This design comes from an exercise in tuning for small area, a short achievable clock period and few clock cycles per item on the open sky130 flow, not from production work.
The RTL was checked by simulation tests, not by an equivalence proof against the original design.
Power figures rest on the tool's default switching activity, not on a simulated workload.

==> design.v <==
module ccm_engine (
    input  wire         clk,
    input  wire         rst,           
    input  wire         host_we,
    input  wire [5:0]   host_addr,     
    input  wire [31:0]  host_wdata,
    output reg  [31:0]  host_rdata,
    output wire         irq,
    output reg          mem_req,
    output reg          mem_we,
    output reg  [63:0]  mem_addr,
    output reg  [7:0]   mem_wdata,
    input  wire         mem_ready,
    input  wire [7:0]   mem_rdata,
    input  wire         mem_err,
    output wire         enc_req,
    output wire [127:0] enc_in,
    input  wire         enc_ack,
    input  wire [127:0] enc_out,
    input  wire         cipher_ok
);
    localparam [3:0] E_OK        = 4'h0,
                     E_NONCE_LEN = 4'h1,
                     E_TAG_LEN   = 4'h2,
                     E_CIPHER    = 4'h3,
                     E_TOO_LONG  = 4'h4,
                     E_TOO_SHORT = 4'h5,
                     E_AUTH      = 4'h6,
                     E_NOT_CFG   = 4'h7,
                     E_BAD_CMD   = 4'h8,
                     E_BUS       = 4'h9;
    localparam [5:0] A_CTRL   = 6'h00, A_CMD    = 6'h01, A_STATUS = 6'h02,
                     A_CFG    = 6'h03, A_ACTIVE = 6'h04,
                     A_NONCE0 = 6'h08, A_NONCE1 = 6'h09, A_NONCE2 = 6'h0A, A_NONCE3 = 6'h0B,
                     A_ADA_LO = 6'h0C, A_ADA_HI = 6'h0D, A_ADL_LO = 6'h0E, A_ADL_HI = 6'h0F,
                     A_INA_LO = 6'h10, A_INA_HI = 6'h11, A_INL_LO = 6'h12, A_INL_HI = 6'h13,
                     A_OUA_LO = 6'h14, A_OUA_HI = 6'h15, A_OUL_LO = 6'h16, A_OUL_HI = 6'h17;
    localparam [2:0] S_IDLE = 3'd0,
                     S_AD   = 3'd1,    
                     S_TRD  = 3'd3,    
                     S_TWR  = 3'd4,    
                     S_TAG  = 3'd5,    
                     S_FIN  = 3'd6;    
    localparam [1:0] J_B0 = 2'd0, J_MAC = 2'd1, J_CTR = 2'd2, J_S0 = 2'd3;
    reg         ctrl_ie;
    reg         st_busy, st_done, st_ovr;
    reg  [3:0]  st_err;
    reg  [3:0]  cfg_nlen;
    reg  [4:0]  cfg_tlen;
    reg         cfg_valid;
    reg  [3:0]  active_n;
    reg  [4:0]  active_t;
    reg  [127:0] nonce_r;
    reg  [63:0] ad_addr, ad_len, in_addr, in_len, out_addr, out_len;
    reg  [2:0]   st;
    reg          is_open, has_ad, m_zero, dcmd, scrub;
    reg  [3:0]   pend_err;
    reg  [4:0]   k;           
    reg  [3:0]   kw;          
    reg  [4:0]   kn;          
    reg  [7:0]   diff;
    reg  [127:0] Y, D, A;
    reg  [63:0]  ad_ptr, in_ptr, out_ptr, R;
    reg          c_busy;      
    reg  [1:0]   c_job;
    reg          b0_done, ctr_init, need_ctr, s_ok, last_blk, lastctr, s0_iss, s0_done;
    reg          ypend, ptxt, dfold, early_used;
    wire [3:0] cfg_L  = 4'd15 - active_n;
    wire [4:0] tag_t  = active_t;
    wire [4:0] tag_m2 = tag_t - 5'd2;
    wire [3:0] len_m1 = cfg_L - 4'd1;
    wire [7:0] flags_b0 = {1'b0, has_ad, tag_m2[3:1], len_m1[2:0]};
    wire [7:0] flags_a  = {5'd0, len_m1[2:0]};
    reg  [63:0] lmask;
    integer     li;
    always @(*) begin
        for (li = 0; li < 8; li = li + 1)
            lmask[8*li +: 8] = (li < cfg_L) ? 8'hFF : 8'h00;
    end
    wire [31:0] cw        = host_wdata;
    wire        cmd_write = host_we && (host_addr == A_CMD);
    wire        accept    = cmd_write && !st_busy;
    wire        cmd_res_ok = (cw[31:12] == 20'd0) && (cw[7:4] == 4'd0);
    wire        c_config  = cmd_res_ok && (cw[3:0] == 4'h1) && (cw[11:8] == 4'd0);
    wire        c_seal    = cmd_res_ok && (cw[3:0] == 4'h2);
    wire        c_open    = cmd_res_ok && (cw[3:0] == 4'h3);
    wire cfgchk_n_ok = (cfg_nlen >= 4'd7) && (cfg_nlen <= 4'd13);
    wire cfgchk_t_ok = (cfg_tlen == 5'd4)  || (cfg_tlen == 5'd6)  || (cfg_tlen == 5'd8) ||
                       (cfg_tlen == 5'd10) || (cfg_tlen == 5'd12) || (cfg_tlen == 5'd14) ||
                       (cfg_tlen == 5'd16);
    wire [63:0] m_open    = in_len - {59'd0, tag_t};
    wire [63:0] m_calc    = cw[0] ? m_open : in_len;
    wire        too_short = c_open && (in_len < {59'd0, tag_t});
    function automatic too_long_f(input [63:0] m, input [3:0] l);
        begin
            case (l)
                4'd2:    too_long_f = (m[63:16] != 48'd0);
                4'd3:    too_long_f = (m[63:24] != 40'd0);
                4'd4:    too_long_f = (m[63:32] != 32'd0);
                4'd5:    too_long_f = (m[63:40] != 24'd0);
                4'd6:    too_long_f = (m[63:48] != 16'd0);
                4'd7:    too_long_f = (m[63:56] != 8'd0);
                default: too_long_f = 1'b0;
            endcase
        end
    endfunction
    wire tl_seal = too_long_f(in_len, cfg_L);
    wire tl_open = too_long_f(m_open, cfg_L);
    wire m_too_long = cw[0] ? tl_open : tl_seal;
    wire m_is0 = cw[0] ? (m_open == 64'd0) : (in_len == 64'd0);
    reg  [3:0] chk_err;
    always @(*) begin
        if (c_config)
            chk_err = !cfgchk_n_ok ? E_NONCE_LEN : !cfgchk_t_ok ? E_TAG_LEN :
                      !cipher_ok ? E_CIPHER : E_OK;
        else if (c_seal || c_open)
            chk_err = !cfg_valid ? E_NOT_CFG : (cw[11:8] != active_n) ? E_NONCE_LEN :
                      too_short ? E_TOO_SHORT : m_too_long ? E_TOO_LONG : E_OK;
        else
            chk_err = E_BAD_CMD;
    end
    wire start = accept && (c_seal || c_open) && (chk_err == E_OK);
    wire cfg_ok = c_config && (chk_err == E_OK);
    wire        ad_nz     = (ad_len != 64'd0);
    wire        ad_short  = (ad_len < 64'd65280);
    wire        ad_medium = !ad_short && (ad_len[63:32] == 32'd0);
    wire [3:0]  ad_pl     = ad_short ? 4'd2 : (ad_medium ? 4'd6 : 4'd10);
    wire [79:0] ad_prefix = ad_short  ? {ad_len[15:0], 64'd0} :
                            ad_medium ? {16'hFFFE, ad_len[31:0], 32'd0} :
                                        {16'hFFFF, ad_len};
    wire [119:0] a_init = {nonce_r[127:72], (nonce_r[71:8] & ~lmask) | m_calc};
    wire tag_rdy = s0_done && !c_busy && !ypend;
    wire eq_ao   = (ad_ptr == out_ptr);
    wire [7:0] d_byte [0:15];
    wire [7:0] y_byte [0:15];
    wire [7:0] a_byte [0:15];
    genvar gb;
    generate
        for (gb = 0; gb < 16; gb = gb + 1) begin : g_bytes
            assign d_byte[gb] = D[127-8*gb -: 8];
            assign y_byte[gb] = Y[127-8*gb -: 8];
            assign a_byte[gb] = A[127-8*gb -: 8];
        end
    endgenerate
    wire [7:0] dk = d_byte[kw];
    wire [7:0] tk = y_byte[kw] ^ a_byte[kw];
    wire rq_ad  = (st == S_AD)  && !ypend && !r_is0;
    wire rq_trd = (st == S_TRD) && !ypend;
    wire rq_twr = (st == S_TWR) && s_ok;
    wire rq_tag = (st == S_TAG) && tag_rdy;
    wire rq_fin = (st == S_FIN) && scrub && !eq_ao;
    always @(*) begin
        mem_req   = rq_ad || rq_trd || rq_twr || rq_tag || rq_fin;
        mem_we    = 1'b0;
        mem_addr  = out_ptr;
        mem_wdata = 8'd0;
        case (st)
            S_AD:  mem_addr = ad_ptr;
            S_TRD: mem_addr = in_ptr;
            S_TWR: begin mem_we = 1'b1; mem_wdata = dk; end
            S_TAG: begin
                mem_we  = !is_open;
                if (is_open) mem_addr = in_ptr;
                mem_wdata = tk;
            end
            S_FIN: begin mem_we = 1'b1; mem_addr = ad_ptr; end
            default: ;
        endcase
    end
    wire [63:0] inc_addr = mem_addr + 64'd1;
    wire m_ok    = mem_ready && !mem_err;
    wire m_fail  = mem_ready && mem_err;
    assign enc_req = c_busy;
    assign enc_in  = (c_job == J_MAC) ? Y : {(c_job == J_B0) ? flags_b0 : flags_a, A[119:0]};
    wire ack     = c_busy && enc_ack;
    wire ack_y   = ack && !c_job[1];             
    wire ack_ctr_raw = ack && (c_job == J_CTR);
    wire ctr_drop    = ack_ctr_raw && (st == S_TWR) && s_ok;
    wire ack_ctr     = ack_ctr_raw && !ctr_drop;
    wire ack_s0  = ack && (c_job == J_S0);
    wire yfly    = c_busy && !c_job[1] && !enc_ack;
    wire r_hi0  = (R[63:5] == 59'd0);
    wire r_is1  = r_hi0 && (R[4:0] == 5'd1);
    wire r_is0  = r_hi0 && (R[4:0] == 5'd0);
    wire r_le16 = r_hi0 && (!R[4] || (R[3:0] == 4'd0));
    wire rd_ad  = rq_ad  && m_ok;
    wire rd_tx  = rq_trd && m_ok;
    wire tg_ok  = rq_tag && m_ok;
    wire rd_dp  = (rd_ad || rd_tx) && yfly;      
    wire rd_y   = (rd_ad || rd_tx) && !yfly;     
    wire rd_d   = rd_tx || rd_dp;                
    wire wr_tx  = rq_twr && m_ok;
    wire blk_end_ad = rd_ad && ((k[3:0] == 4'd15) || r_is1);
    wire xfer       = (rd_ad && r_is1) || ((st == S_AD) && r_is0);
    wire blk_end_tx = rd_tx && ((k[3:0] == 4'd15) || r_is1);
    wire last_wr = wr_tx && ({1'b0, kw} == k - 5'd1);
    wire d_holds_out = (st == S_TWR) || ((st == S_TRD) && (k != 5'd0));
    wire d_keep  = !(last_wr || (ack_y && !d_holds_out));
    reg [2:0] st_n;
    reg [4:0] k_n, kn_n;
    reg [3:0] kw_n;
    reg       ypend_n, ptxt_n, dfold_n, need_ctr_n, s_ok_n, last_blk_n, lastctr_n, early_used_n;
    reg       s0_iss_n, c_busy_n, ctr_init_ev, b0_done_n, ctr_init_n;
    reg [1:0] c_job_n;
    reg [3:0] pend_err_n;
    reg       scrub_n, complete;
    reg [7:0] diff_n;
    wire [7:0] diff_rd = diff | (mem_rdata ^ tk);
    always @(*) begin
        st_n       = st;
        k_n        = k;
        kn_n       = kn;
        kw_n       = kw;
        ypend_n    = ypend;
        ptxt_n     = ptxt;
        dfold_n    = dfold;
        need_ctr_n = need_ctr;
        early_used_n = early_used;
        s_ok_n     = s_ok;
        last_blk_n = last_blk;
        lastctr_n  = lastctr;
        s0_iss_n   = s0_iss;
        pend_err_n = pend_err;
        scrub_n    = scrub;
        diff_n     = diff;
        complete   = 1'b0;
        if (rd_dp) dfold_n = 1'b1;
        else if (ack_y) dfold_n = 1'b0;
        if (ack_ctr) begin
            s_ok_n = 1'b1;
            if (last_blk) lastctr_n = 1'b1;
        end
        case (st)
            S_AD: begin
                if (rd_ad) begin
                    k_n = blk_end_ad ? 5'd0 : k + 5'd1;
                    if (blk_end_ad) begin ypend_n = 1'b1; ptxt_n = 1'b0; end
                end
                if (xfer) begin
                    k_n  = 5'd0;
                    kw_n = 4'd0;
                    if (m_zero) st_n = S_TAG;
                    else begin
                        st_n = S_TRD;
                        need_ctr_n = 1'b1;
                        s_ok_n     = 1'b0;
                    end
                end else if (rq_ad && m_fail) begin
                    pend_err_n = E_BUS;
                    st_n       = S_FIN;
                end
            end
            S_TRD: begin
                if (k == 5'd0) begin
                    last_blk_n = r_le16;
                    kn_n       = r_le16 ? R[4:0] : 5'd16;
                end
                if (rd_tx) begin
                    k_n = k + 5'd1;
                    if (blk_end_tx) begin
                        ypend_n = 1'b1; ptxt_n = 1'b1;
                        st_n    = S_TWR;
                    end
                end else if (rq_trd && m_fail) begin
                    pend_err_n = E_BUS;
                    scrub_n    = 1'b1;
                    st_n       = S_FIN;
                end
            end
            S_TWR: begin
                if (wr_tx) begin
                    kw_n = kw + 4'd1;
                    if (last_wr) begin
                        kw_n = 4'd0;
                        k_n  = 5'd0;
                        if (r_is0) st_n = S_TAG;
                        else begin
                            st_n = S_TRD;
                            need_ctr_n   = !(c_busy && c_job == J_CTR && !enc_ack);
                            s_ok_n       = 1'b0;
                            early_used_n = 1'b0;
                            last_blk_n   = r_le16;
                            kn_n         = r_le16 ? R[4:0] : 5'd16;
                        end
                    end
                end else if (rq_twr && m_fail) begin
                    pend_err_n = E_BUS;
                    scrub_n    = 1'b1;
                    st_n       = S_FIN;
                end
            end
            S_TAG: begin
                if (tg_ok) begin
                    kw_n = kw + 4'd1;
                    if (is_open) diff_n = diff_rd;
                    if ({1'b0, kw} == tag_t - 5'd1) begin
                        if (!is_open) st_n = S_FIN;
                        else if (diff_rd == 8'd0) complete = 1'b1;
                        else begin
                            pend_err_n = E_AUTH;
                            scrub_n    = 1'b1;
                            st_n       = S_FIN;
                        end
                    end
                end else if (rq_tag && m_fail) begin
                    pend_err_n = E_BUS;
                    scrub_n    = 1'b1;
                    st_n       = S_FIN;
                end
            end
            S_FIN: begin
                if ((!scrub || eq_ao) && !c_busy) complete = 1'b1;
            end
            default: ;
        endcase
        if (complete) st_n = S_IDLE;
        b0_done_n   = b0_done || (ack && c_job == J_B0);
        ctr_init_ev = !ctr_init && !m_zero && b0_done_n &&
                      (st == S_TRD || st == S_TWR || st == S_TAG);
        ctr_init_n  = ctr_init || ctr_init_ev;
        c_busy_n    = c_busy && !enc_ack;
        c_job_n     = c_job;
        if ((!c_busy || enc_ack) &&
            (st_n == S_AD || st_n == S_TRD || st_n == S_TWR || st_n == S_TAG)) begin
            if (ypend_n && !dfold_n && (!ptxt_n || (s_ok_n && (!last_blk_n || s0_iss)))) begin
                c_busy_n = 1'b1; c_job_n = J_MAC; ypend_n = 1'b0;
            end else if (need_ctr_n && ctr_init_n && !(ypend_n && !ptxt_n) && !dfold_n) begin
                c_busy_n = 1'b1; c_job_n = J_CTR; need_ctr_n = 1'b0;
            end else if (st_n == S_TWR && s_ok && !r_is0 && !early_used && !ypend_n) begin
                c_busy_n = 1'b1; c_job_n = J_CTR; early_used_n = 1'b1;
            end else if (!s0_iss && (m_zero ? b0_done_n : lastctr_n)) begin
                c_busy_n = 1'b1; c_job_n = J_S0; s0_iss_n = 1'b1;
            end
        end
    end
    wire [31:0] status_word = {16'd0, 4'd0, st_err, 4'd0, cfg_valid, st_ovr, st_done, st_busy};
    wire [31:0] active_word = cfg_valid ? {12'd0, cfg_L, 3'd0, active_t, 4'd0, active_n} : 32'd0;
    reg  [31:0] rg0, rg2, rg3, rg4, rg5;
    always @(*) begin
        case (host_addr[1:0])
            2'd0: begin rg0 = {31'd0, ctrl_ie};               rg2 = nonce_r[127:96];
                        rg3 = ad_addr[31:0];  rg4 = in_addr[31:0];  rg5 = out_addr[31:0]; end
            2'd1: begin rg0 = 32'd0;                          rg2 = nonce_r[95:64];
                        rg3 = ad_addr[63:32]; rg4 = in_addr[63:32]; rg5 = out_addr[63:32]; end
            2'd2: begin rg0 = status_word;                    rg2 = nonce_r[63:32];
                        rg3 = ad_len[31:0];   rg4 = in_len[31:0];   rg5 = out_len[31:0]; end
            default: begin rg0 = {19'd0, cfg_tlen, 4'd0, cfg_nlen}; rg2 = nonce_r[31:0];
                        rg3 = ad_len[63:32];  rg4 = in_len[63:32];  rg5 = out_len[63:32]; end
        endcase
        case (host_addr[5:2])
            4'd0:    host_rdata = rg0;
            4'd1:    host_rdata = (host_addr[1:0] == 2'd0) ? active_word : 32'd0;
            4'd2:    host_rdata = rg2;
            4'd3:    host_rdata = rg3;
            4'd4:    host_rdata = rg4;
            4'd5:    host_rdata = rg5;
            default: host_rdata = 32'd0;
        endcase
    end
    assign irq = ctrl_ie & st_done;
    wire [31:0] wd = rst ? 32'd0 : host_wdata;
    function automatic hw(input [5:0] a);
        hw = rst || (host_we && host_addr == a);
    endfunction
    always @(posedge clk) begin
        if (hw(A_CTRL))   ctrl_ie         <= wd[0];
        if (hw(A_CFG))    begin cfg_nlen <= wd[3:0]; cfg_tlen <= wd[12:8]; end
        if (hw(A_NONCE0)) nonce_r[127:96] <= wd;
        if (hw(A_NONCE1)) nonce_r[95:64]  <= wd;
        if (hw(A_NONCE2)) nonce_r[63:32]  <= wd;
        if (hw(A_NONCE3)) nonce_r[31:0]   <= wd;
        if (hw(A_ADA_LO)) ad_addr[31:0]   <= wd;
        if (hw(A_ADA_HI)) ad_addr[63:32]  <= wd;
        if (hw(A_ADL_LO)) ad_len[31:0]    <= wd;
        if (hw(A_ADL_HI)) ad_len[63:32]   <= wd;
        if (hw(A_INA_LO)) in_addr[31:0]   <= wd;
        if (hw(A_INA_HI)) in_addr[63:32]  <= wd;
        if (hw(A_INL_LO)) in_len[31:0]    <= wd;
        if (hw(A_INL_HI)) in_len[63:32]   <= wd;
        if (hw(A_OUA_LO)) out_addr[31:0]  <= wd;
        if (hw(A_OUA_HI)) out_addr[63:32] <= wd;
    end
    always @(posedge clk) begin
        if (rst) begin
            st_busy   <= 1'b0;
            st_done   <= 1'b0;
            st_ovr    <= 1'b0;
            st_err    <= 4'd0;
            cfg_valid <= 1'b0;
            active_n  <= 4'd0;
            active_t  <= 5'd0;
            out_len   <= 64'd0;
            st        <= S_IDLE;
            c_busy    <= 1'b0;
            c_job     <= J_B0;
            ypend     <= 1'b0;
            dfold     <= 1'b0;
            b0_done   <= 1'b0;
            ctr_init  <= 1'b0;
            need_ctr  <= 1'b0;
            s_ok      <= 1'b0;
            lastctr   <= 1'b0;
            s0_iss    <= 1'b0;
            s0_done   <= 1'b0;
            scrub     <= 1'b0;
            ptxt      <= 1'b0;
            last_blk  <= 1'b0;
            k         <= 5'd0;
            kw        <= 4'd0;
            diff      <= 8'd0;
            pend_err  <= 4'd0;
            is_open   <= 1'b0;
            has_ad    <= 1'b0;
            m_zero    <= 1'b0;
            dcmd      <= 1'b0;
        end else begin
            if (host_we && host_addr == A_STATUS) begin
                if (host_wdata[1]) st_done <= 1'b0;
                if (host_wdata[2]) st_ovr  <= 1'b0;
            end
            if (cmd_write && st_busy)
                st_ovr <= 1'b1;
            if (st == S_IDLE) begin
                is_open  <= c_open;
                has_ad   <= ad_nz;
                m_zero   <= m_is0;
                k        <= {1'b0, ad_pl};
                kw       <= 4'd0;
                diff     <= 8'd0;
                ypend    <= 1'b0;
                ptxt     <= 1'b0;
                dfold    <= 1'b1;    
                b0_done  <= 1'b0;
                ctr_init <= 1'b0;
                need_ctr <= 1'b0;
                early_used <= 1'b0;
                s_ok     <= 1'b0;
                lastctr  <= 1'b0;
                s0_iss   <= 1'b0;
                s0_done  <= 1'b0;
                last_blk <= 1'b0;
                scrub    <= 1'b0;
                pend_err <= chk_err;
                dcmd     <= start;
                if (accept) begin
                    st_busy  <= 1'b1;
                    st_done  <= 1'b0;
                    st_err   <= E_OK;
                    if (c_config) begin
                        cfg_valid <= cfg_ok;
                        active_n  <= cfg_ok ? cfg_nlen : 4'd0;
                        active_t  <= cfg_ok ? cfg_tlen : 5'd0;
                    end
                    if (start) begin
                        st     <= S_AD;
                        c_busy <= 1'b1;
                        c_job  <= J_B0;
                    end else begin
                        st <= S_FIN;
                    end
                end
            end else begin
                st       <= st_n;
                k        <= k_n;
                kn       <= kn_n;
                kw       <= kw_n;
                ypend    <= ypend_n;
                ptxt     <= ptxt_n;
                dfold    <= dfold_n;
                need_ctr <= need_ctr_n;
                early_used <= early_used_n;
                s_ok     <= s_ok_n;
                last_blk <= last_blk_n;
                lastctr  <= lastctr_n;
                s0_iss   <= s0_iss_n;
                pend_err <= pend_err_n;
                scrub    <= scrub_n;
                diff     <= diff_n;
                c_busy   <= c_busy_n;
                c_job    <= c_job_n;
                b0_done  <= b0_done_n;
                ctr_init <= ctr_init_n;
                if (ack_s0) s0_done <= 1'b1;
                if (complete) begin
                    st_busy <= 1'b0;
                    st_done <= 1'b1;
                    st_err  <= pend_err_n;
                    out_len <= (dcmd && pend_err_n == E_OK) ? (out_ptr - ad_ptr) : 64'd0;
                end
            end
        end
    end
    always @(posedge clk) begin
        if (st == S_IDLE) begin
            ad_ptr  <= ad_addr;
            in_ptr  <= in_addr;
            out_ptr <= out_addr;
            R       <= ad_len;
        end else begin
            if (xfer)
                ad_ptr <= out_ptr;                  
            else if (rd_ad || (rq_fin && mem_ready))
                ad_ptr <= inc_addr;
            if (rd_tx || (tg_ok && is_open))
                in_ptr <= inc_addr;
            if (wr_tx || (tg_ok && !is_open))
                out_ptr <= inc_addr;
            if (xfer)
                R <= A[63:0] & lmask;               
            else if (rd_ad || rd_tx)
                R <= R - 64'd1;
        end
    end
    integer j;
    reg [7:0] yb, db;
    wire [63:0] a_lo_inc = A[63:0] + 64'd1;
    wire [63:0] a_lo_clr = A[63:0] & ~lmask;
    always @(posedge clk) begin
        if (st == S_IDLE) begin
            D <= {ad_prefix, 48'd0};        
            A[119:0] <= a_init;
        end else begin
            for (j = 0; j < 16; j = j + 1) begin
                yb = (rd_y && k[3:0] == j) ? mem_rdata : 8'd0;
                if (ack_y)
                    Y[127-8*j -: 8] <= enc_out[127-8*j -: 8] ^ (dfold ? D[127-8*j -: 8] : 8'd0) ^ yb;
                else if (ack_ctr && is_open && (j < kn))    
                    Y[127-8*j -: 8] <= Y[127-8*j -: 8] ^ enc_out[127-8*j -: 8] ^ yb;
                else
                    Y[127-8*j -: 8] <= Y[127-8*j -: 8] ^ yb;
                db = (rd_d && k[3:0] == j) ? mem_rdata : 8'd0;
                D[127-8*j -: 8] <= (d_keep ? D[127-8*j -: 8] : 8'd0) ^
                                   (ack_ctr ? enc_out[127-8*j -: 8] : 8'd0) ^ db;
            end
            if (ack_s0)
                A <= enc_out;
            else if (ack_ctr)
                A[63:0] <= last_blk ? a_lo_clr : a_lo_inc;
            else if (ctr_init_ev)
                A[63:0] <= a_lo_clr | 64'd1;
        end
    end
endmodule
==> flow/run.sh <==
#!/bin/bash
# Layout flow: the standard ORFS flow (standard.sh, unchanged synthesis),
# with two changes made through ORFS variables:
#  - the port buffers are sky130_fd_sc_hd__buf_2 instead of the default delay
#    buffer, so the combinational host read path is not slowed by them
#    (every port still gets its buffer);
#  - repair_timing aims for 7 ns of setup slack (the SDC clock stays as given).
# Full tool output goes to standard_flow.log in this folder (ORFS keeps its
# per-step logs under orfs/logs).
set -euo pipefail
bash standard.sh \
    "BUFFER_PORTS_ARGS=-buffer_cell sky130_fd_sc_hd__buf_2" \
    SETUP_SLACK_MARGIN=7 \
    finish > standard_flow.log 2>&1
==> standard.sh <==
#!/bin/bash
# synth_recipe.tcl (not shown) runs the flow's synth.tcl, then flattens the netlist and writes it again
# the make line also repeats each setting of config.mk as NAME=value (left out here)
make -C /OpenROAD-flow-scripts/flow DESIGN_CONFIG=/design/flow/config.mk WORK_HOME=/design/flow/orfs CLKGATE_MAP_FILE= SYNTH_SCRIPT=/design/flow/synth_recipe.tcl "${@:-finish}"
==> config.mk <==
export PLATFORM = sky130hd
export DESIGN_NAME = ccm_engine
export DESIGN_NICKNAME = ccm_engine
export VERILOG_FILES = /design/flow/design.v
export SDC_FILE = /design/flow/constraint.sdc
export NUM_CORES = 4
export LEC_CHECK = 0
export CAP_MARGIN = 15
export CORE_MARGIN = 2
export CORE_UTILIZATION = 45
export CTS_CLUSTER_DIAMETER = 80
export CTS_CLUSTER_SIZE = 24
export PLACE_DENSITY = 0.55
export SLEW_MARGIN = 15
==> constraint.sdc <==
create_clock -name core_clock -period 14.0 [get_ports {clk}]
set_input_delay 2.8000 -clock core_clock [delete_from_list [all_inputs] [get_ports {clk}]]
set_output_delay 2.8000 -clock core_clock [all_outputs]
set_load 0.01 [all_outputs]
==> summary.md, run 1 <==
| Metric | Value |
|---|---|
| WP data required | `11.20 ns` |
| Critical-path maximum fanout | `5` |
| Worst-margin pin slew | `between 1.5 and 2 ns` |
| Num CTS Buffers | `90` |
| Hold Buf Count CTS | `0` |
| Final HPWL DP | `338000 µm` |
| Nets | `just under 9000` |
| Leak pwr | `31.7 nW` |
| RSZ-0062 raised after global routing | `yes` |
| F_max | `138 MHz` |
| Clock Latency Late Sink | `0.81 ns` |
| Post-synth EDFFs | `976` |
| CP Buf/Inv Count | `3` |
| Worst path top cell family by delay | `buffers and inverters` |
| IO Count | `417` |
| Number of port buffers | `416` |
| Internal Pwr Total | `~9.7 mW` |
| Final Hold Slack | `0.466 ns` |
| Largest net degree at the start of global routing | `164` |
| Net Sw Power | `9.10 mW` |
| Arrival @ worst endpoint | `roughly 4.4 ns` |
| Hold Fails Final Rpt | `0` |
| Layout cell share with drive strength beyond 1 | `16.7%` |
| First-pass GRT wire length | `595000 µm` |
| Most frequent cells in the layout | `nand2_1 (1605), edfxtp_1 (976), nor2_1 (588)` |
| CTS clk-pin slew, worst paths | `0.08 ns` |
| Max cap viols | `1` |
| Routed WL | `454000 µm` |
| Status | `finished with violations` |
| Setup TNS | `0 ns` |
| Via count of the first global-routing pass | `67752` |
| Worst slew margin | `-2.35%` |
| GR Overflow Total | `0` |
| HP Class | `register to register` |
| Synthesized Nets | `8519` |
| Max-slew violations | `3` |
| Pre-antenna DRT Iters | `9` |
| Syn_area_per_cell | `9.32 µm²` |
| H-tree depth | `3` |
| Maximum vdd drop | `around 0.17 mV` |
| Slowest stage delay, CP | `about 0.5 ns` |
| Seq pwr share | `a little under two fifths` |
| Post-route ant nets | `0` |
| Sequential-to-total area share from yosys stat | `44.7%` |
| Commonest register cell after synthesis | `edfxtp_1` |
| Yosys cell types | `98` |
| GPL Wtd Cong | `1.12` |
| Die area | `174000 µm²` |
| CTS tree | `yes` |
| Layout Skew | `approximately 0.046 ns` |
| DIE HEIGHT | `417 µm` |
| Initial Util | `45.4%` |
| Max stage delay cell, worst path | `mux4_2` |
| Sw Ratio | `between 40 and 50%` |
| Worst path cell trace | `buf_16 > buf_12 > mux4_2 > a22oi_2 > nand4_1 > buf_2` |
| Die X | `417 µm` |
| Synth warnings | `1` |
| Residual DRC | `0` |
| Min Clock Period, post-route | `7.22 ns` |
| FFs w/ async S/R, synth | `0%` |
| Critical path capture point type | `output pin` |
| Endpoints failing setup | `0` |
| Antenna violations before repair | `68` |
| # rows | `151` |
| CTS max path bufs | `3` |
| Synthesized instance count | `8247` |
| CP Launch Type | `input pin` |
| Area growth from synthesis to layout | `14.0%` |
| All-layer global routing usage | `50.0%` |
| Most common cell after layout, fill and taps aside | `nand2_1` |
| Fail Reasons | `capacitance limit, slew limit` |
| Synthesized flop and latch total | `1228` |
| Clk pwr share | `16.1%` |
| WS Path Type | `input pin to output pin` |
| Avg Vias per Cell | `7.09` |
| CTS sink cnt | `1228` |
| Root Driver | `clkbuf_16` |
| Combinational Power Share | `a little under half` |
| Mapped Area | `~77000 µm²` |
| Core footprint | `169000 µm²` |
| Period utilization | `51.6%` |
| Routed len/inst | `approximately 42 µm` |
| Drt initial violations | `15106` |
| Power Density | `about 210 nW/µm²` |
| Total number of vias | `~77000` |
per-stage QoR:
stage / utilization (%) / setup slack, ns / total power [mW] / instance area (µm²) / cells
2_1_floorplan: - / 7.01 / 11.1 / 77000 / 8247
3_3_place_gp: 48.2 / 5.16 / 15.0 / 81700 / 10544
3_5_place_dp: 48.2 / 5.05 / 15.1 / 81700 / 10544
4_1_cts: 51.2 / 6.82 / 18.1 / 86800 / 10769
5_1_grt: 51.7 / 6.81 / 19.1 / 87600 / 10812
6_report: 51.7 / 6.78 / 18.8 / 87700 / 10840
routing by layer:
layer	global-route usage [%]	part of all wire (%)	up-vias
li1	-	-	30441
met1	66.4	37	38042
met2	67.3	39	6946
met3	22.2	17	1394
met4	27.6	7.1	74
met5	0	0.15	-
layout make-up:
type / count / area (µm²)
diodes: 30 / 75.1
multi-input cells: 6304 / 41100
fillers: 15823 / 81800
inverters: 161 / 616
repair buffers: 733 / 5540
well taps: 2218 / 2780
clock buffers: 101 / 2330
flip-flops and latches: 1228 / 34400
clock inverters: 65 / 871
timing repair:
| item | CTS | global route |
|---|---|---|
| gates cloned | 24 | 3 |
| endpoints found under the setup margin | 131 | 81 |
| resized for setup | 218 | 76 |
| pin swaps | 57 | 40 |
| buffers inserted | 35 | 38 |
registers in the layout, indices dropped and copies added (netlist names), 8 cells and up:
register / count
ad_len: 64
ad_addr: 64
R: 64
out_ptr: 64
ad_ptr: 64
out_len: 64
nonce_r: 128
in_len: 64
out_addr: 64
Y: 128
in_addr: 64
in_ptr: 64
A: 128
diff: 8
D: 128
kinds of logic (layout without fill, tap and decap cells):
group	after synthesis	after routing	synth area share [%]
and+or+nand+nor	3160	3160	18.2
AOI/OAI and AO/OA	1860	1860	15.7
DFF	1228	1228	44.7
xor gates and xnor gates	878	878	10.1
buffers and inverters	715	1060	3.57
muxes	315	315	6.23
adders and majority gates	91	91	1.50
other	0	30	0
power by group through the flow:
stage	clock (mW)	sequential, mW	combinational [mW]
floorplan	0	6.07	5.06
global placement	0	7.09	7.92
detailed placement	0	7.09	7.96
CTS	3.00	7.02	8.09
global route	3.11	7.15	8.89
finish	3.03	7.20	8.58
cells in the mapped netlist (50+ instances only):
library cell	number	area share (%)
nor2b_1	71	0.58
dfxtp_1	252	6.6
ha_1	89	1.4
a22oi_1	141	1.4
o22ai_1	50	0.41
xnor2_1	538	6.1
clkbuf_1	446	2.2
a211oi_1	83	0.81
edfxtp_1	976	38
inv_1	159	0.78
a21o_1	98	0.96
a31oi_1	130	1.1
nor3_1	164	1.1
mux4_2	115	3.4
and2_1	62	0.50
and3_1	104	0.85
nand2_1	1626	7.9
a21oi_1	581	3.8
o21ai_0	307	2.0
buf_1	70	0.34
a221oi_1	67	0.76
nor4_1	72	0.59
nand4_1	72	0.59
nor2_1	608	3.0
o211ai_1	79	0.77
mux2_2	156	2.3
nand3_1	173	1.1
xor2_1	333	3.8
path summary, 6_finish.rpt:
path | depth (start not counted) | start | endpoint | slack [ns]
max | 6 | host_addr[0] | host_rdata[8] | 6.78
min | 2 | active_n[0] | active_n[0] | 0.47
max reg2reg | 10 | st[0] | R[29] | 7.55
min reg2reg | 2 | active_n[0] | active_n[0] | 0.47
worst min-delay path, stage by stage (launching register included):
cell,delay (ns)
dfxtp_1,0.32
nand2_1,0.05
a21oi_1,0.05
Testbench counts, summed over its fixed seeds: cycles 49,000, cmds 136.
==> run 2, diff against run 1 <==
--- a/config.mk
+++ b/config.mk
@@ -8,7 +8,7 @@
 export CAP_MARGIN = 15
 export CORE_MARGIN = 2
 export CORE_UTILIZATION = 45
-export CTS_CLUSTER_DIAMETER = 80
-export CTS_CLUSTER_SIZE = 24
+export CTS_CLUSTER_DIAMETER = 60
+export CTS_CLUSTER_SIZE = 20
 export PLACE_DENSITY = 0.55
 export SLEW_MARGIN = 15
==> run 2 against run 1 <==
Against the previous run:
- now clean on timing, DRC and antenna
- setup slack better by 0.0070 ns
- synthesized cell count unchanged
- flip-flop and latch count unchanged
- clock power up 24%
==> summary.md, run 2 <==
| Metric | Value |
|---|---|
| FFs w/ async S/R, synth | `0% (unchanged)` |
| R2r worst-path depth | `10 (unchanged)` |
| Post-synth EDFFs | `976 (unchanged)` |
| DIE HEIGHT | `417 µm (unchanged)` |
| GR Overflow Total | `0 (unchanged)` |
| Number of port buffers | `416 (unchanged)` |
| Multi-input combinational cell area | `41000 µm² (about the same)` |
| Drt initial violations | `15007 (-0.66%)` |
| Maximum vdd drop | `0.174 mV (-0.13%)` |
| First-pass GRT wire length | `598000 µm (+0.44%)` |
| Reg-to-Reg End | `R[29]` |
| Post-synth top area share | `38.1% (unchanged)` |
| Area growth from synthesis to layout | `15.7%` |
| Synthesized flop and latch total | `1228 (unchanged)` |
| Worst slew margin | `9.32% (+12 points)` |
| Fillers | `15683 (-0.88%)` |
| Yosys cell types | `98 (unchanged)` |
| Synth cell count leaders | `nand2_1 (1626), edfxtp_1 (976), nor2_1 (608)` |
| CP Buf/Inv Count | `4 (+1)` |
| Via count of the first global-routing pass | `68123 (+0.55%)` |
| Total number of vias | `77256 (+0.47%)` |
| Most common cell after layout, fill and taps aside | `nand2_1` |
| Residual DRC | `0 (unchanged)` |
| Slowest stage delay, CP | `0.53 ns (+0.03 ns)` |
| Commonest register cell after synthesis | `edfxtp_1` |
| Worst-margin pin slew | `1.36 ns (-0.166 ns)` |
| Mapped Area | `76900 µm² (unchanged)` |
| Most used cell, CP | `buf_16` |
| Synthesized instance count | `8247 (unchanged)` |
| WS Path Type | `input pin to output pin` |
| H-tree depth | `4 (+1)` |
| Synth area leader | `edfxtp_1` |
| Most frequent cells in the layout | `nand2_1 (1602), edfxtp_1 (976), nor2_1 (587)` |
| HP Class | `register to register` |
| Levels on crit path | `7 (+1)` |
| Min Clock Period, post-route | `7.22 ns (-0.00696 ns)` |
| Layout Skew | `0.0414 ns (-0.00438 ns)` |
| Area contributors post-synth | `edfxtp_1 (38%), nand2_1 (7.9%), dfxtp_1 (6.6%)` |
| Pre-antenna DRT Iters | `9 (unchanged)` |
| Worst path top cell family by delay | `buffers and inverters` |
| CTS sink cnt | `1228 (unchanged)` |
| Antenna violations before repair | `76 (+12%)` |
| Setup TNS | `0 ns (unchanged)` |
| All-layer global routing usage | `50.3% (+0.28 points)` |
| Endpoints failing setup | `0 (unchanged)` |
| Most common cell in the netlist | `nand2_1` |
| Die X | `417 µm (unchanged)` |
| Worst reg2reg path startpoint | `st[0]` |
| CP Launch Point | `host_addr[0]` |
| Period utilization | `51.6% (about the same)` |
| WP data required | `11.20 ns (about the same)` |
| Synthesized Nets | `8519 (unchanged)` |
| Arrival @ worst endpoint | `4.42 ns (about the same)` |
| Num CTS Buffers | `131 (+46%)` |
| CP Capture Point | `host_rdata[18]` |
| Status | `complete, no violations` |
| Critical path capture point type | `output pin` |
| F_max | `139 MHz (about the same)` |
| Avg Vias per Cell | `7.08 (-0.25%)` |
| CP Launch Type | `input pin` |
| HP Start | `active_n[0]` |
| Critical-path maximum fanout | `6 (+1)` |
| Worst R2R Setup Slack | `7.54 ns (about the same)` |
| Leak pwr | `32.3 nW (+2.0%)` |
| RSZ-0062 raised after global routing | `yes` |
| Hold Buf Count CTS | `0 (unchanged)` |
| Max cap viols | `0 (-1)` |
| CTS max path bufs | `3 (unchanged)` |
| Post-route ant nets | `0 (unchanged)` |
| CTS tree | `yes` |
| Max stage delay cell, worst path | `mux4_2` |
| CTS clk-pin slew, worst paths | `0.07 ns (about the same)` |
| Max-slew violations | `0 (-3)` |
| Synth warnings | `1 (unchanged)` |
| Syn_area_per_cell | `9.32 µm² (unchanged)` |
| Worst path cell trace | `buf_16 > buf_12 > buf_16 > mux4_2 > a221oi_4 > o21ai_2 > buf_2` |
| Die area | `174000 µm² (unchanged)` |
| Final Util | `52.5% (+0.77 points)` |
| IO Count | `417 (unchanged)` |
| Core footprint | `169000 µm² (unchanged)` |
| Layout cell share with drive strength beyond 1 | `17.4% (+0.69 points)` |
| Hold Fails Final Rpt | `0 (unchanged)` |
| GPL Wtd Cong | `1.12 (unchanged)` |
| Sequential-to-total area share from yosys stat | `44.7% (unchanged)` |
| # rows | `151 (unchanged)` |
| Power Density | `220 nW/µm² (+2.5%)` |
| Nets | `8830 (+0.46%)` |
| Root Driver | `clkbuf_16` |
| Largest net degree at the start of global routing | `164 (unchanged)` |
| Routed WL | `455000 µm (+0.27%)` |
| Sequential cell area | `34400 µm² (unchanged)` |
| Routed len/inst | `41.7 µm (-0.45%)` |
| Initial Util | `45.4% (unchanged)` |
| Clock Latency Late Sink | `0.84 ns (+0.03 ns)` |
| Final HPWL DP | `338000 µm (unchanged)` |
run 2: final cells by class:
| cell class | instances | share of cell area (%) |
|---|---|---|
| multi-input combinational | 6304 | 46.1 |
| sequential | 1228 | 38.6 |
| timing repair buffer | 732 | 6.27 |
| clock buffer | 144 | 3.88 |
| tap | 2218 | 3.12 |
| clock inverter | 97 | 1.16 |
| inverter | 161 | 0.692 |
| antenna | 34 | 0.0956 |
run 2: kinds of logic after synthesis:
group                    Yosys count  share of synthesized area [%]
AND/OR/NAND/NOR                 3160                           18.2
AO/OA/AOI/OAI                   1860                           15.7
flip-flops                      1228                           44.7
XOR/XNOR                         878                           10.1
buffers and inverters            715                           3.57
multiplexers                     315                           6.23
adder cells (fa/ha/maj)           91                           1.50
run 2: how the worst min path moves through the flow:
| stage | endpoint | slack, ns | depth (start not counted) |
|---|---|---|---|
| global route | lastctr | 0.47 | 2 |
| finish | active_n[0] | 0.46 | 2 |
| detailed placement | lastctr | 0.45 | 2 |
| global placement | out_len[13] | 0.43 | 2 |
| CTS | active_n[0] | 0.46 | 2 |
| floorplan | out_len[63] | 0.41 | 2 |
run 2: where the power goes:
| part | internal [mW] | total [mW] | switching, mW |
|---|---|---|---|
| Sequential | 5.43 | 7.21 | 1.78 |
| Combinational | 2.93 | 8.59 | 5.67 |
| Clock | 1.96 | 3.77 | 1.81 |
| Total | 10.3 | 19.6 | 9.25 |
run 2: worst register-to-register path: cells and delay by family, from the launching register on:
kind | cells | cell delay, ns
buffers and inverters | 7 | 5.01
and+or+nand+nor | 2 | 0.68
DFF | 1 | 0.36
AOI/OAI and AO/OA | 1 | 0.25
run 2: what timing repair did:
action                                  CTS  global route
cloned                                   24             3
buffers inserted                         40            30
pin swaps                                59            40
endpoints found under the setup margin  131            83
gates resized for setup                 214            83
run 2: routing by layer:
metal	share of wire (%)	GRT usage, %	wire, µm
met1	37	66.7	168000
met3	17	22.5	76900
met4	7.3	29.1	33100
met2	39	67.1	177000
met5	0.15	0	675
run 2: stage by stage:
step	cell area [µm²]	worst slack, ns	instances	hold WS (ns)	power, mW
CTS	88100	6.82	10849	0.463	18.9
global route	88900	6.80	10885	0.474	19.9
global placement	81700	5.16	10544	0.432	15.0
floorplan	77000	7.01	8247	0.415	11.1
detailed placement	81700	5.05	10544	0.449	15.1
finish	89000	6.78	10918	0.464	19.6
==> run 3, diff against run 2 <==
==> config.mk (replaced) <==
export PLATFORM = sky130hd
export DESIGN_NAME = ccm_engine
export DESIGN_NICKNAME = ccm_engine
export VERILOG_FILES = /design/flow/design.v
export SDC_FILE = /design/flow/constraint.sdc
export NUM_CORES = 4
export LEC_CHECK = 0
export CAP_MARGIN = 25
export CORE_MARGIN = 2
export CORE_UTILIZATION = 45
export CTS_CLUSTER_DIAMETER = 80
export CTS_CLUSTER_SIZE = 24
export PLACE_DENSITY = 0.55
export SLEW_MARGIN = 35
==> run 3 against run 2 <==
Against the previous run:
- setup slack got worse by 0.084 ns
- non-clock buffer count is the same
- core utilization decreased by 0.57 points
- first-iteration DRC count is 1.7% higher
- largest cell class unchanged
==> summary.md, run 3 <==
| Metric | Value |
|---|---|
| Reg-to-Reg End | `in_ptr[63]` |
| Mapped Area | `76900 µm² (unchanged)` |
| Fillers | `15668 (-0.096%)` |
| Worst reg2reg path startpoint | `st[0]` |
| Final Hold Slack | `0.464 ns (+0.0000650 ns)` |
| Sequential-to-total area share from yosys stat | `44.7% (unchanged)` |
| Commonest register cell after synthesis | `edfxtp_1` |
| Root Driver | `clkbuf_16` |
| Routed len/inst | `41.6 µm (-0.24%)` |
| Arrival @ worst endpoint | `4.50 ns (+0.08 ns)` |
| First-pass GRT wire length | `593000 µm (-0.75%)` |
| HP Class | `register to register` |
| DIE HEIGHT | `417 µm (unchanged)` |
| Final worst slack | `6.70 ns (-0.0835 ns)` |
| Hold Buf Count CTS | `0 (unchanged)` |
| CP Capture Point | `host_rdata[8]` |
| Seq pwr share | `38.0% (+1.2 points)` |
| Critical path capture point type | `output pin` |
| Syn_area_per_cell | `9.32 µm² (unchanged)` |
| Avg Vias per Cell | `7.05 (-0.32%)` |
| Most frequent cells in the layout | `nand2_1 (1605), edfxtp_1 (976), nor2_1 (576)` |
| Largest net degree at the start of global routing | `164 (unchanged)` |
| Number of port buffers | `416 (unchanged)` |
| WP data required | `11.20 ns (about the same)` |
| Status | `complete, no violations` |
| Yosys cell types | `98 (unchanged)` |
| WS Path Type | `input pin to output pin` |
| Die area | `174000 µm² (unchanged)` |
| Maximum vdd drop | `0.199 mV (+14%)` |
| Routed WL | `451000 µm (-0.91%)` |
| Net Sw Power | `9.13 mW (-1.2%)` |
| Synthesized Nets | `8519 (unchanged)` |
| Total number of vias | `76495 (-0.99%)` |
| Pre-antenna DRT Iters | `9 (unchanged)` |
| Critical-path maximum fanout | `5 (-1)` |
| R2r worst-path depth | `14 (+4)` |
| Worst R2R Setup Slack | `7.72 ns (+0.18 ns)` |
| Clock Latency Late Sink | `0.80 ns (-0.04 ns)` |
| Setup TNS | `0 ns (unchanged)` |
| CP Launch Type | `input pin` |
| Antenna violations before repair | `63 (-17%)` |
| Max-slew violations | `0 (unchanged)` |
| Worst-margin pin slew | `1.13 ns (-0.228 ns)` |
| FFs w/ async S/R, synth | `0% (unchanged)` |
| Nets | `8793 (-0.42%)` |
| Post-route ant nets | `0 (unchanged)` |
| Post-place setup slack | `5.07 ns (+0.0235 ns)` |
| GR Overflow Total | `0 (unchanged)` |
| Internal Pwr Total | `9.75 mW (-5.6%)` |
| Synthesized instance count | `8247 (unchanged)` |
| Multi-input combinational cell area | `41200 µm² (+0.33%)` |
| Synth warnings | `1 (unchanged)` |
| Area growth from synthesis to layout | `14.4%` |
| CTS sink cnt | `1228 (unchanged)` |
| Leak pwr | `31.8 nW (-1.7%)` |
| CTS clk-pin slew, worst paths | `0.08 ns (about the same)` |
| RSZ-0062 raised after global routing | `yes` |
| Final HPWL DP | `337000 µm (-0.30%)` |
| Hold Fails Final Rpt | `0 (unchanged)` |
| Layout Skew | `0.0551 ns (+0.0137 ns)` |
| Min Clock Period, post-route | `7.30 ns (+0.0835 ns)` |
| Final Util | `51.9% (-0.57 points)` |
| Die X | `417 µm (unchanged)` |
| Initial Util | `45.4% (unchanged)` |
| Clk pwr share | `16.6% (-2.7 points)` |
| Most common cell after layout, fill and taps aside | `nand2_1` |
| Drt initial violations | `15266 (+1.7%)` |
| CTS max path bufs | `3 (unchanged)` |
| Synth area leader | `edfxtp_1` |
| CTS tree | `yes` |
| Most common cell in the netlist | `nand2_1` |
| Via count of the first global-routing pass | `67149 (-1.4%)` |
| # rows | `151 (unchanged)` |
| H-tree depth | `3 (-1)` |
| CP Launch Point | `host_addr[0]` |
| Worst slew margin | `24.5% (+15 points)` |
| Residual DRC | `0 (unchanged)` |
| Core footprint | `169000 µm² (unchanged)` |
| Post-synth EDFFs | `976 (unchanged)` |
| Layout cell share with drive strength beyond 1 | `17.2% (-0.23 points)` |
| All-layer global routing usage | `49.8% (-0.49 points)` |
| Power Density | `215 nW/µm² (-2.5%)` |
| Area contributors post-synth | `edfxtp_1 (38%), nand2_1 (7.9%), dfxtp_1 (6.6%)` |
| IO Count | `417 (unchanged)` |
| Num CTS Buffers | `94 (-28%)` |
| Synthesized flop and latch total | `1228 (unchanged)` |
| Period utilization | `52.2% (+0.60 points)` |
| GPL Wtd Cong | `1.12 (unchanged)` |
| Max cap viols | `0 (unchanged)` |
| F_max | `137 MHz (-1.1%)` |
| Sequential cell area | `34400 µm² (unchanged)` |
| Sw Ratio | `48.4% (+1.1 points)` |
| Endpoints failing setup | `0 (unchanged)` |
| Post-synth top area share | `38.1% (unchanged)` |
| Combinational Power Share | `45.4% (+1.5 points)` |
| Synth cell count leaders | `nand2_1 (1626), edfxtp_1 (976), nor2_1 (608)` |
[run 3: cell counts after synthesis]
Identical to the previous run, type by type.
[run 3: area by class of cell]
| cell class | count | area share (%) |
|---|---|---|
| Multi-Input combinational cell | 6304 | 46.8 |
| Sequential cell | 1228 | 39.1 |
| Timing Repair Buffer | 732 | 6.35 |
| Tap cell | 2218 | 3.15 |
| Clock buffer | 103 | 2.76 |
| Clock inverter | 72 | 1.10 |
| Inverter | 161 | 0.700 |
| Antenna cell | 27 | 0.0768 |
[run 3: critical path, stage by stage]
cell and delay (ns):
buf_16 0.13, buf_4 0.14, buf_12 0.11, mux4_2 0.50
a22oi_2 0.22, nand4_1 0.32, buf_2 0.26
[run 3: kinds of logic (layout without fill, tap and decap cells)]
family	Yosys count	after routing	synth area share, %
simple gates	3160	3160	18.2
compound gates	1860	1860	15.7
flops	1228	1228	44.7
xor+xnor	878	878	10.1
buf+inv	715	1068	3.57
mux	315	315	6.23
fa+ha+maj	91	91	1.50
other cells	0	27	0
[run 3: through the flow]
stage | total power [mW] | instance area (µm²) | std cells
3_3_place_gp | 15.0 | 81700 | 10544
4_1_cts | 18.2 | 87100 | 10782
5_1_grt | 19.2 | 87900 | 10820
6_report | 18.9 | 88000 | 10845
2_1_floorplan | 11.1 | 77000 | 8247
3_5_place_dp | 15.1 | 81900 | 10551
[run 3: timing repair]
| item | in CTS | in global routing |
|---|---|---|
| pin swaps | 47 | 36 |
| gates cloned | 21 | 3 |
| setup endpoints to repair | 131 | 91 |
| setup buffers | 35 | 29 |
| resized for setup | 192 | 80 |
[run 3: how the worst min path moves through the flow]
stage	from	to	slack, ns	depth (start not counted)
after global placement	out_len[13]	out_len[13]	0.43	2
after floorplan	out_len[63]	out_len[63]	0.41	2
after global routing	lastctr	lastctr	0.48	2
after CTS	active_n[0]	active_n[0]	0.46	2
after detailed placement	out_len[13]	out_len[13]	0.45	2
final	active_n[0]	active_n[0]	0.46	2
[run 3: per-layer routing]
layer | global-route usage (%) | wire (µm) | up-vias
met5 | 0 | 463 | -
met4 | 26.8 | 31800 | 48
met3 | 22.7 | 76700 | 1336
met2 | 67.3 | 176000 | 6946
met1 | 65.8 | 166000 | 37719
li1 | - | - | 30446
[run 3: power by group through the flow]
stage	sequential [mW]	combinational (mW)	clock, mW
6_report	7.18	8.57	3.13
3_5_place_dp	7.09	7.98	0
2_1_floorplan	6.07	5.06	0
3_3_place_gp	7.09	7.92	0
5_1_grt	7.14	8.89	3.21
4_1_cts	7.02	8.10	3.10
==> run 4, diff against run 3 <==
--- a/config.mk
+++ b/config.mk
@@ -7,8 +7,8 @@
 export LEC_CHECK = 0
 export CAP_MARGIN = 25
 export CORE_MARGIN = 2
-export CORE_UTILIZATION = 45
+export CORE_UTILIZATION = 55
 export CTS_CLUSTER_DIAMETER = 80
 export CTS_CLUSTER_SIZE = 24
-export PLACE_DENSITY = 0.55
+export PLACE_DENSITY = 0.65
 export SLEW_MARGIN = 35
==> run 4 against run 3 <==
Against the previous run:
- setup slack got worse by 0.090 ns
- cell count decreased by 3.5%
- die area decreased by 18%
==> summary.md, run 4 <==
| Metric | Value |
|---|---|
| Sequential cell area | `34400 µm² (about the same)` |
| Via count of the first global-routing pass | `68174 (+1.5%)` |
| Core footprint | `139000 µm² (-18%)` |
| Endpoints failing setup | `0 (unchanged)` |
| WP data required | `11.20 ns (about the same)` |
| Min Clock Period, post-route | `7.39 ns (+0.0902 ns)` |
| Die area | `143000 µm² (-18%)` |
| Layout Skew | `0.0384 ns (-0.0167 ns)` |
| DIE HEIGHT | `378 µm (-9.5%)` |
| Most common cell in the netlist | `nand2_1` |
| Synthesized instance count | `8247 (unchanged)` |
| GR Overflow Total | `0 (unchanged)` |
| Die X | `378 µm (-9.5%)` |
| CTS sink cnt | `1228 (unchanged)` |
| RSZ-0062 raised after global routing | `yes` |
| Area contributors post-synth | `edfxtp_1 (38%), nand2_1 (7.9%), dfxtp_1 (6.6%)` |
| F_max | `135 MHz (-1.2%)` |
| Routed len/inst | `39.6 µm (-4.8%)` |
| Post-route ant nets | `0 (unchanged)` |
| CTS clk-pin slew, worst paths | `0.10 ns (+0.02 ns)` |
| First-pass GRT wire length | `550000 µm (-7.4%)` |
| H-tree depth | `3 (unchanged)` |
| Post-synth EDFFs | `976 (unchanged)` |
| Total number of vias | `78021 (+2.0%)` |
| Layout cell share with drive strength beyond 1 | `15.9% (-1.3 points)` |
| Fillers | `11994 (-23%)` |
| Setup TNS | `0 ns (unchanged)` |
| Synth area leader | `edfxtp_1` |
| Max stage delay cell, worst path | `mux4_2` |
| HP Class | `register to register` |
| Avg Vias per Cell | `7.46 (+5.7%)` |
| Final Hold Slack | `0.474 ns (+0.0102 ns)` |
| Nets | `8747 (-0.52%)` |
| Post-synth top area share | `38.1% (unchanged)` |
| Final Util | `61.9% (+10 points)` |
| Final HPWL DP | `306000 µm (-9.2%)` |
| FFs w/ async S/R, synth | `0% (unchanged)` |
| Antenna violations before repair | `52 (-17%)` |
| Residual DRC | `0 (unchanged)` |
| Worst-margin pin slew | `1.14 ns (+0.00481 ns)` |
| Critical-path maximum fanout | `7 (+2)` |
| Mapped Area | `76900 µm² (unchanged)` |
| Hold Fails Final Rpt | `0 (unchanged)` |
| Critical path capture point type | `output pin` |
| Slowest stage delay, CP | `0.51 ns (about the same)` |
| Num CTS Buffers | `78 (-17%)` |
| CTS max path bufs | `3 (unchanged)` |
| Maximum vdd drop | `0.365 mV (+83%)` |
| Worst slew margin | `24.2% (-0.32 points)` |
| All-layer global routing usage | `55.8% (+6.0 points)` |
| Arrival @ worst endpoint | `4.59 ns (+0.09 ns)` |
| Period utilization | `52.8% (+0.64 points)` |
| Drt initial violations | `17786 (+17%)` |
| Clock Latency Late Sink | `0.78 ns (-0.02 ns)` |
| Synthesized Nets | `8519 (unchanged)` |
| Sequential-to-total area share from yosys stat | `44.7% (unchanged)` |
| Yosys cell types | `98 (unchanged)` |
| Multi-input combinational cell area | `40900 µm² (-0.58%)` |
| Most frequent cells in the layout | `nand2_1 (1609), edfxtp_1 (976), nor2_1 (585)` |
| Dpl cells | `10180 (-3.5%)` |
| Number of port buffers | `416 (unchanged)` |
| Largest net degree at the start of global routing | `169 (+3.0%)` |
| Most common cell after layout, fill and taps aside | `nand2_1` |
| Root Driver | `clkbuf_16` |
| Worst path cell trace | `clkbuf_16 > buf_12 > buf_16 > buf_6 > mux4_2 > a22oi_2 > nand2_1 > buf_2` |
| Commonest register cell after synthesis | `edfxtp_1` |
| Max-slew violations | `0 (unchanged)` |
| Synthesized flop and latch total | `1228 (unchanged)` |
| Leak pwr | `31.1 nW (-2.1%)` |
| CP Launch Type | `input pin` |
| Max cap viols | `0 (unchanged)` |
| Initial Util | `55.2% (+9.9 points)` |
| Synth warnings | `1 (unchanged)` |
| Synth cell count leaders | `nand2_1 (1626), edfxtp_1 (976), nor2_1 (608)` |
| Power Density | `212 nW/µm² (-1.3%)` |
| Status | `complete, no violations` |
| Area growth from synthesis to layout | `12.0%` |
| Pre-antenna DRT Iters | `15 (+6)` |
| # rows | `137 (-9.3%)` |
| Routed WL | `414000 µm (-8.2%)` |
| IO Count | `417 (unchanged)` |
| GPL Wtd Cong | `1.17 (+4.4%)` |
| WS Path Type | `input pin to output pin` |
| Syn_area_per_cell | `9.32 µm² (unchanged)` |
| CTS tree | `yes` |
| Final Non-Filler Cells | `10464 (-3.5%)` |
run 4: changes by cell type in the layout (fill, tap and decap cells not counted), sizes merged:
cell and change:
buf -31, inv -19, diode +20, clkinvlp -3
bufinv -2, clkbuf -2, nor2 +1, clkinv -1
bufbuf -2
run 4: worst max-delay path: cells and delay by family:
family	cells	cell delay (ns)
buffers and inverters	5	0.74
multiplexers	1	0.51
AND/OR/NAND/NOR	1	0.17
AO/OA/AOI/OAI	1	0.34
run 4: per-stage QoR:
step                      setup slack (ns)  instance area (µm²)  total power [mW]
after global placement                5.14                81000              14.7
after detailed placement              5.01                81200              14.8
final                                 6.61                86100              18.3
after global routing                  6.65                86000              18.5
after CTS                             6.70                85400              17.5
after floorplan                       7.01                77000              11.1
run 4: timing repair:
| action | 4_1_cts | 5_1_grt |
|---|---|---|
| gates cloned | 19 | 2 |
| hold buffers | 0 | 0 |
| setup buffers | 29 | 33 |
| setup endpoints to repair | 73 | 40 |
| endpoints found under the hold margin | 0 | 0 |
| resized for setup | 177 | 48 |
| pin swaps | 48 | 37 |
run 4: cell type report:
class / instances / share of cell area, %
Antenna cell: 47 / 0.137
Clock buffer: 99 / 2.42
Clock inverter: 47 / 0.684
Inverter: 161 / 0.713
Multi-Input combinational cell: 6305 / 47.5
Sequential cell: 1228 / 39.9
Tap cell: 1876 / 2.72
Timing Repair Buffer: 701 / 5.90
run 4: report_power, final:
group | total (mW) | switching (mW) | internal [mW] | leakage [nW]
clock | 2.69 | 1.55 | 1.14 | 1.29
sequential | 7.18 | 1.76 | 5.42 | 11.7
combinational | 8.38 | 5.55 | 2.83 | 18.1
run 4: metal layers:
| metal | GRT usage [%] | share of wire, % | vias to the layer above |
|---|---|---|---|
| li1 | - | - | 30346 |
| met1 | 70.1 | 34 | 37079 |
| met2 | 73.2 | 38 | 8485 |
| met3 | 31.5 | 20 | 2057 |
| met4 | 33.9 | 8.6 | 54 |
| met5 | 2.92 | 0.29 | - |
run 4: kinds of logic after synthesis:
| family | after synthesis | synth area share (%) |
|---|---|---|
| and+or+nand+nor | 3160 | 18.2 |
| AOI/OAI and AO/OA | 1860 | 15.7 |
| DFF | 1228 | 44.7 |
| xor gates and xnor gates | 878 | 10.1 |
| buffers and inverters | 715 | 3.57 |
| muxes | 315 | 6.23 |
| adders and majority gates | 91 | 1.50 |
run 4: worst paths after layout:
kind | from | endpoint | slack, ns | cells past startpoint
worst min-delay path | out_len[22] | out_len[22] | 0.47 | 2
worst max register to register | st[1] | in_ptr[63] | 7.53 | 13
worst min register to register | out_len[22] | out_len[22] | 0.47 | 2
worst max-delay path | host_addr[0] | host_rdata[23] | 6.61 | 8
==> run 5, diff against run 4 <==
--- a/design.v
+++ b/design.v
@@ -58,7 +58,7 @@
     reg  [4:0]   k;           
     reg  [3:0]   kw;          
     reg  [4:0]   kn;          
-    reg  [7:0]   diff;
+    reg          diff;        
     reg  [127:0] Y, D, A;
     reg  [63:0]  ad_ptr, in_ptr, out_ptr, R;
     reg          c_busy;      
@@ -204,8 +204,8 @@
     reg [1:0] c_job_n;
     reg [3:0] pend_err_n;
     reg       scrub_n, complete;
-    reg [7:0] diff_n;
-    wire [7:0] diff_rd = diff | (mem_rdata ^ tk);
+    reg       diff_n;
+    wire       diff_rd = diff || (mem_rdata != tk);
     always @(*) begin
         st_n       = st;
         k_n        = k;
@@ -295,7 +295,7 @@
                     if (is_open) diff_n = diff_rd;
                     if ({1'b0, kw} == tag_t - 5'd1) begin
                         if (!is_open) st_n = S_FIN;
-                        else if (diff_rd == 8'd0) complete = 1'b1;
+                        else if (!diff_rd) complete = 1'b1;
                         else begin
                             pend_err_n = E_AUTH;
                             scrub_n    = 1'b1;
@@ -407,7 +407,7 @@
             last_blk  <= 1'b0;
             k         <= 5'd0;
             kw        <= 4'd0;
-            diff      <= 8'd0;
+            diff      <= 1'b0;
             pend_err  <= 4'd0;
             is_open   <= 1'b0;
             has_ad    <= 1'b0;
@@ -426,7 +426,7 @@
                 m_zero   <= m_is0;
                 k        <= {1'b0, ad_pl};
                 kw       <= 4'd0;
-                diff     <= 8'd0;
+                diff     <= 1'b0;
                 ypend    <= 1'b0;
                 ptxt     <= 1'b0;
                 dfold    <= 1'b1;    
==> flow/run.sh (replaced) <==
#!/bin/bash
# Layout flow: the standard ORFS flow (standard.sh, unchanged synthesis),
# with two changes made through ORFS variables:
#  - the port buffers are sky130_fd_sc_hd__buf_1 (resized where timing needs it) instead of the default delay
#    buffer, so the combinational host read path is not slowed by them
#    (every port still gets its buffer);
#  - repair_timing aims for 7 ns of setup slack (the SDC clock stays as given).
# Full tool output goes to standard_flow.log in this folder (ORFS keeps its
# per-step logs under orfs/logs).
set -euo pipefail
bash standard.sh \
    "BUFFER_PORTS_ARGS=-buffer_cell sky130_fd_sc_hd__buf_1" \
    SETUP_SLACK_MARGIN=7 \
    finish > standard_flow.log 2>&1
--- a/config.mk
+++ b/config.mk
@@ -7,8 +7,8 @@
 export LEC_CHECK = 0
 export CAP_MARGIN = 25
 export CORE_MARGIN = 2
-export CORE_UTILIZATION = 55
+export CORE_UTILIZATION = 45
 export CTS_CLUSTER_DIAMETER = 80
 export CTS_CLUSTER_SIZE = 24
-export PLACE_DENSITY = 0.65
+export PLACE_DENSITY = 0.55
 export SLEW_MARGIN = 35
==> run 5 against run 4 <==
Against the previous run:
- synthesized cell count increased by 0.30%
- core utilization decreased by 11 points
- non-clock buffer count rose by 33
- worst hold slack gained 0.012 ns
- power decreased by 20%
- flip-flop and latch count down 7
- synthesized area increased by 0.42%
- critical path type unchanged
- largest power group is now registers
==> summary.md, run 5 <==
| Metric | Value |
|---|---|
| CP Launch Type | `input pin` |
| Synth warnings | `1 (unchanged)` |
| Core footprint | `171000 µm² (+23%)` |
| Synthesized flop and latch total | `1221 (-0.57%)` |
| Clk pwr share | `21.1% (+6.4 points)` |
| H-tree depth | `3 (unchanged)` |
| WS Path Type | `input pin to output pin` |
| Net Sw Power | `6.77 mW (-24%)` |
| FFs w/ async S/R, synth | `0% (unchanged)` |
| Endpoints failing setup | `0 (unchanged)` |
| Arrival @ worst endpoint | `4.55 ns (-0.04 ns)` |
| Setup TNS | `0 ns (unchanged)` |
| First-pass GRT wire length | `609000 µm (+11%)` |
| Combinational Power Share | `38.8% (-7.1 points)` |
| # rows | `152 (+11%)` |
| Max stage delay cell, worst path | `mux4_2` |
| Commonest register cell after synthesis | `edfxtp_1` |
| Internal Pwr Total | `7.92 mW (-16%)` |
| Final Non-Filler Cells | `10889 (+4.1%)` |
| Period utilization | `52.5% (-0.28 points)` |
| Min Clock Period, post-route | `7.35 ns (-0.0397 ns)` |
| Area contributors post-synth | `edfxtp_1 (38%), nand2_1 (7.6%), xnor2_1 (6.6%)` |
| WP data required | `11.20 ns (about the same)` |
| Synthesized instance count | `8272 (+0.30%)` |
| Wire length on met2 | `178000 µm (+14%)` |
| Pre-antenna DRT Iters | `10 (-5)` |
| Residual DRC | `0 (unchanged)` |
| Routed WL | `469000 µm (+13%)` |
| Via count of the first global-routing pass | `67325 (-1.2%)` |
| Most frequent cells in the layout | `nand2_1 (1563), edfxtp_1 (976), xnor2_1 (576)` |
| Yosys cell types | `109 (+11%)` |
| Sw Ratio | `46.1% (-2.4 points)` |
| Seq pwr share | `40.1% (+0.7 points)` |
| Num CTS Buffers | `93 (+19%)` |
| Drt initial violations | `16141 (-9.2%)` |
| Sequential-to-total area share from yosys stat | `44.3% (-0.37 points)` |
| Synth area leader | `edfxtp_1` |
| Layout cell share with drive strength beyond 1 | `12.3% (-3.6 points)` |
| Post-route ant nets | `0 (unchanged)` |
| GR Overflow Total | `0 (unchanged)` |
| Post-synth top area share | `38.0% (-0.16 points)` |
| Critical-path maximum fanout | `6 (-1)` |
| Most common cell after layout, fill and taps aside | `nand2_1` |
| Nets | `8805 (+0.66%)` |
| Met1 Wirelength | `171000 µm (+23%)` |
| IO Count | `417 (unchanged)` |
| Final HPWL DP | `354000 µm (+16%)` |
| Total number of vias | `77988 (-0.042%)` |
| Dpl cells | `10598 (+4.1%)` |
| Synth cell count leaders | `nand2_1 (1569), edfxtp_1 (976), nor2_1 (586)` |
| Highest metal used | `met5` |
| Maximum vdd drop | `0.143 mV (-61%)` |
| Avg Vias per Cell | `7.16 (-3.9%)` |
| GPL Wtd Cong | `1.14 (-2.6%)` |
| Critical path capture point type | `output pin` |
| Number of port buffers | `416 (unchanged)` |
| Antenna violations before repair | `80 (+54%)` |
| Leak pwr | `30.4 nW (-2.1%)` |
| CTS tree | `yes` |
| CTS clk-pin slew, worst paths | `0.08 ns (-0.02 ns)` |
| Synthesized Nets | `8544 (+0.29%)` |
| Mapped Area | `77200 µm² (+0.42%)` |
| Clock Latency Late Sink | `0.81 ns (+0.03 ns)` |
| Post-synth EDFFs | `976 (unchanged)` |
| All-layer global routing usage | `51.6% (-4.2 points)` |
| Max-slew violations | `0 (unchanged)` |
| Syn_area_per_cell | `9.34 µm² (+0.12%)` |
| Worst path cell trace | `clkbuf_16 > buf_16 > buf_12 > mux4_2 > a22o_1 > a221oi_2 > o21ai_1 > buf_4` |
| Slowest stage delay, CP | `0.48 ns (-0.03 ns)` |
| RSZ-0062 raised after global routing | `yes` |
| HP Class | `register to register` |
| Die area | `175000 µm² (+22%)` |
| Total Power | `14.7 mW (-20%)` |
| CTS max path bufs | `3 (unchanged)` |
| Largest net degree at the start of global routing | `185 (+9.5%)` |
| Final Hold Slack | `0.487 ns (+0.0122 ns)` |
| CTS sink cnt | `1221 (-0.57%)` |
| Area growth from synthesis to layout | `13.1%` |
| Routed len/inst | `43.1 µm (+8.8%)` |
| Max cap viols | `0 (unchanged)` |
| Die X | `418 µm (+11%)` |
| Met3 wire length | `83900 µm (+2.9%)` |
| Status | `complete, no violations` |
| F_max | `136 MHz (+0.54%)` |
| Power Density | `168 nW/µm² (-21%)` |
| Worst slew margin | `20.4% (-3.8 points)` |
| Hold Fails Final Rpt | `0 (unchanged)` |
| Final Util | `51.1% (-11 points)` |
| Layout Skew | `0.0390 ns (+0.000583 ns)` |
| Root Driver | `clkbuf_16` |
| DIE HEIGHT | `418 µm (+11%)` |
| Worst-margin pin slew | `1.19 ns (+0.0491 ns)` |
| Initial Util | `45.2% (-10 points)` |
| Most common cell in the netlist | `nand2_1` |
[run 5: what timing repair did]
item                                    4_1_cts  5_1_grt
pin swaps                                    38       34
setup buffers                                23       23
hold buffers                                  0        0
gates cloned                                 20        2
endpoints found under the setup margin       62       96
resized for setup                           165       70
[run 5: cell type report]
class	instances	area, µm²
antenna	43	108
clock buffer	104	2410
clock inverter	71	901
fill	15977	83600
inverter	163	621
multi-input combinational	6320	41300
sequential	1221	34200
tap	2233	2790
timing repair buffer	734	4970
[run 5: final timing paths]
path                                    from        endpoint  slack [ns]  depth (start not counted)
worst max-delay path            host_addr[0]  host_rdata[19]        6.65                          8
worst max register to register         st[1]     out_ptr[61]        7.67                         14
worst min register to register       lastctr         lastctr        0.49                          2
worst min-delay path                 lastctr         lastctr        0.49                          2
[run 5: kinds of logic (layout without fill, tap and decap cells)]
family | after synthesis | after routing | share of synthesized area [%]
and+or+nand+nor | 3111 | 3112 | 18.1
AOI/OAI and AO/OA | 1912 | 1912 | 16.2
DFF | 1221 | 1221 | 44.3
xor gates and xnor gates | 899 | 899 | 10.2
buffers and inverters | 732 | 1072 | 3.67
muxes | 306 | 306 | 6.03
adders and majority gates | 91 | 91 | 1.49
other | 0 | 43 | 0
[run 5: metal layers]
layer / vias up / track usage, %
li1: 30646 / -
met1: 38496 / 67.3
met2: 7402 / 67.3
met3: 1394 / 27.0
met4: 50 / 28.8
met5: - / 1.39
[run 5: power by group through the flow]
stage               Clock (mW)  Combinational (mW)  Sequential (mW)
floorplan                    0                3.09             5.24
global placement             0                5.22             5.85
detailed placement           0                5.24             5.85
CTS                       3.07                5.32             5.77
global route              3.18                5.84             5.85
finish                    3.10                5.70             5.89
[run 5: stage by stage]
stage,area [µm²],worst slack (ns)
floorplan,77400,7.01
global placement,81600,5.64
detailed placement,81800,5.63
CTS,86500,6.68
global route,87200,6.67
finish,87300,6.65
[run 5: worst max-delay path, delay by kind of cell]
kind            cells  cell delay [ns]
compound gates      3             0.63
mux                 1             0.48
buf+inv             4             0.62
Testbench counts of run 5, summed over its fixed seeds: cycles 49,000, cmds 136.

-- re-timing with driven ports --
In the flow no input, the clock included, has a driving cell. The finished layouts below were timed again as built, in two steps.
Step 1, drivers: a clkbuf_16 drives clk and a buf_2 each remaining input, both assumed.
Step 2 times the ports against the registers' clock, not the clock port: input delays grow and output delays shrink by t, the midpoint of the rising clock arrivals with the driver on.
a / b / c = ideal ports / drivers / drivers and shift; a / b = the first two.
run	t (ns)	slack for setup (ns)
run 1	0.875	6.775 / 6.317 / 6.317
run 2	0.913	6.782 / 6.262 / 6.262
run 3	0.867	6.698 / 6.208 / 6.208
run 4	0.855	6.608 / 6.366 / 6.366
run 5	0.883	6.648 / 6.432 / 6.432
